Background: an optimization exercise with open tools, aiming at small area. Do not read the settings as production practice. Function was checked by simulation only, so behaviour that the tests miss may differ from the original. Power and IR drop assume default switching activity.

Design lh_engine, start of the top module:
module lh_engine (
    input  wire        clk,
    input  wire        rst,           
    input  wire        cmd_valid,
    input  wire [63:0] cmd,           
    input  wire        fade_tick,
    input  wire        slot_tick,
    input  wire        arm_ok,
    output wire        ready,
    output reg         rsp_valid,
    output reg  [2:0]  rsp_status,
    output wire [5:0]  rsp_level,
    output wire [23:0] q
);
Settings: LEC_CHECK=0, CAP_MARGIN=20, CORE_MARGIN=2, CORE_UTILIZATION=60, PLACE_DENSITY=0.65, SLEW_MARGIN=20; clock period 20.0 ns.
standard.sh (not shown) runs the stock make flow with config.mk's settings and CLKGATE_MAP_FILE= SYNTH_SCRIPT=/design/flow/synth_recipe.tcl, a recipe that flattens the netlist after the stock synthesis.
==> flow/flow/run.sh <==
#!/bin/bash
# Own layout flow: the standard ORFS flow (standard.sh) with three changes.
#  1. After the standard synthesis, the logic between the flip-flops is mapped
#     again with a stronger ABC script (resyn.tcl, resyn.abc). The flip-flops
#     are left exactly as the standard synthesis made them. A SAT proof
#     (eq.tcl) checks the new logic against the standard netlist; if it fails,
#     the standard netlist is kept.
#  2. Port buffers are the smallest buffer (buf_1).
#  3. Clock tree synthesis clusters about 9 flip-flops per clkbuf_4 leaf
#     buffer and inserts no dummy loads.
# Floorplan, power grid, tap cells, placement and routing are the standard flow's.
# Each tool's output goes to a log_*.txt file in the work folder.
set -euo pipefail
W=$PWD
F=$W/flow
export BUFFER_PORTS_ARGS="-buffer_cell sky130_fd_sc_hd__buf_1"
export CTS_ARGS="-sink_clustering_enable -repair_clock_nets -dont_use_dummy_load -buf_list sky130_fd_sc_hd__clkbuf_4 -sink_clustering_size 9 -sink_clustering_max_diameter 40"

bash standard.sh synth > log_synth.txt 2>&1

R=$W/orfs/results/${FLOW_PLATFORM}/lh_engine/base
YOSYS=$FLOW_HOME/../tools/install/yosys/bin/yosys
[ -x "$YOSYS" ] || YOSYS=yosys
export RESYN_LIB=$FLOW_HOME/platforms/${FLOW_PLATFORM}/lib/sky130_fd_sc_hd__tt_025C_1v80.lib
export RESYN_FUNCLIB=$W/funclib.v
export RESYN_TOP=${FLOW_TOP}
export RESYN_ABC=$F/resyn.abc
export RESYN_IN=$W/std_1_2_yosys.v
export RESYN_OUT=$W/resyn_1_2_yosys.v
cp "$R/1_2_yosys.v" "$RESYN_IN"
python3 "$F/genfunclib.py" "$RESYN_LIB" "$RESYN_FUNCLIB" > log_funclib.txt 2>&1
ok=0
if "$YOSYS" -c "$F/resyn.tcl" > log_resyn.txt 2>&1; then
  python3 "$F/cutflops.py" "$RESYN_IN" "$W/eq_gold.v" > log_cut.txt 2>&1
  python3 "$F/cutflops.py" "$RESYN_OUT" "$W/eq_gate.v" >> log_cut.txt 2>&1
  if EQ_GOLD=$W/eq_gold.v EQ_GATE=$W/eq_gate.v "$YOSYS" -c "$F/eq.tcl" > log_eq.txt 2>&1 \
     && grep -q "SUCCESS" log_eq.txt; then
    ok=1
  fi
fi
if [ $ok = 1 ]; then
  cp "$RESYN_OUT" "$R/1_2_yosys.v"
  echo "resynthesised netlist used" > log_choice.txt
else
  echo "standard netlist kept" > log_choice.txt
fi

bash standard.sh finish > log_finish.txt 2>&1
Other scripts of this flow, unchanged in this note and not shown: flow/flow/cutflops.py, flow/flow/eq.tcl, flow/flow/genfunclib.py, flow/flow/resyn.abc, flow/flow/resyn.tcl
Change:
--- a/flow/design.v
+++ b/flow/design.v
@@ -93,18 +93,19 @@
             endcase
         end
     endfunction
     reg [24*W-1:0] ring;
     reg [23:0]     qr;
     reg [2:0]      state;
     reg [4:0]      rot;         
     reg [4:0]      cc;          
     reg [1:0]      ph;          
+    reg [3:0]      k;           
     reg [5:0]      a;           
     reg [12:0]     m;           
     reg [12:0]     opd;         
     reg [5:0]      lvl;         
     reg [12:0]     msr;         
     reg [3:0]      r10;         
     reg [5:0]      nslot;       
     reg            inited;
     reg            armed;
@@ -118,25 +119,23 @@
     wire [7:0]  c_index = cmd[55:48];
     wire [31:0] c_level = cmd[47:16];
     wire [15:0] c_ms    = cmd[15:0];
     wire        c_index_ok = (c_index < 8'd24);
     wire [5:0]  c_clamp = c_level[31] ? 6'd0 : (|c_level[30:6]) ? 6'd63 : c_level[5:0];
     assign ready = (state == S_IDLE) && (rot == 5'd0);
     wire acc_cmd  = ready & cmd_valid;
     wire acc_tick = ready & ~cmd_valid & fade_tick;
     wire acc_slot = ready & ~cmd_valid & ~fade_tick & slot_tick;
-    wire [5:0] dd    = {1'b0, rot} - {1'b0, cc};
-    wire [4:0] since  = dd[5] ? dd[4:0] + 5'd24 : dd[4:0];
     wire       at_cc = (rot == cc);
     wire       comp  = (state == S_GET) | (state == S_FADE) | (state == S_SLOT);
     wire       visit = comp & at_cc;
-    wire       mstep = ((ph == 2'd1) & (since != 5'd0) & (since <= 5'd13)) | ((ph == 2'd3) & ~at_cc);
-    wire       dstep = (ph == 2'd2) & (since != 5'd0) & (since <= 5'd6);
+    wire       mstep = ((ph == 2'd1) & (k != 4'd13)) | ((ph == 2'd3) & (k != 4'd6));
+    wire       dstep = (ph == 2'd2) & (k != 4'd6);
     wire [6:0] x     = {1'b0, h_tgt} - {1'b0, h_src};
     wire       s     = x[6];
     wire [5:0] dones = x[5:0] ^ {6{s}};    
     wire [13:0] xa  = {a, m[12:5]};
     wire        mc  = m[0] & opd[6];
     wire [13:0] opb = dstep ? {1'b1, ~opd} : {(m[0] ? opd[5:0] : 6'd0), {8{mc}}};
     wire [14:0] sum = {1'b0, xa} + {1'b0, opb} + {14'd0, dstep | mc};
     wire        ge  = sum[14];
     wire [12:0] hi_div = ge ? sum[12:0] : xa[12:0];
@@ -179,24 +178,27 @@
             assign q[gi] = qr[23-gi];
         end
     endgenerate
     assign rsp_level = m[5:0] & {6{rsp_status == 3'd0}};
     always @(posedge clk) begin
         if (mstep) begin
             {a, m} <= {sum[14:8], m[12:1]};
             msr    <= {msr[11:0], ge10};
             r10    <= r10_n;
+            k      <= k + 4'd1;
         end
         if (dstep) begin
             {a, m[12:6]} <= hi_div;
             m[5:0]       <= {m[4:0], ge};
+            k            <= k + 4'd1;
         end
         if (visit) begin
+            k <= 4'd0;
             if (done) begin
                 ph <= 2'd0;
             end else if (fin) begin
                 a      <= 6'd0;
                 m      <= {h_rem[12:6], (state == S_SLOT) ? nslot : cur};
                 opd    <= {h_dur[12:7], 1'b0, blut(cur)};
                 ph     <= (state == S_SLOT) ? 2'd3 : 2'd0;
             end else if (~ph[1] ^ ph[0]) begin
                 a   <= 6'd0;
What happened: Clock skew decreases by 0.023 ns. Global-route usage decreases by 0.21 points. Die area hardly moves. Non-clock buffer count decreases by 7. Cell area is about the same. Clock power stays flat.

## what the ideal ports hide
In the flow no input, the clock included, has a driving cell. The finished layouts below were timed again as built, in two steps.
Step 1 assumes that a clkbuf_16 drives the clock port and a buf_2 every other input.
Step 2 adds t to the input delays and takes it off the output delays; t is the mean of the earliest and latest rising clock arrival at the registers after step 1. Input paths then give back, and output paths get back, about the clock's delay inside the block.
Three values: no drivers, after step 1, after step 2; two values: the first two.
| run | t (ns) | slack for setup (ns) | worst hold slack (ns) | worst setup path after step 2 | worst slew at a driven data input, ns |
|---|---|---|---|---|---|
| the first run | 0.873 | 13.688 / 13.688 / 13.569 | 0.269 / 0.269 / 0.269 | input to register | 0.05 |
| the second run | 0.855 | 13.334 / 13.334 / 13.334 | 0.278 / 0.278 / 0.278 | register to register | 0.05 |
After both steps every run listed still meets setup and hold. For the first run, which loses most, drivers alone change the setup slack by 0.000 ns; drivers and shift together by -0.119 ns.
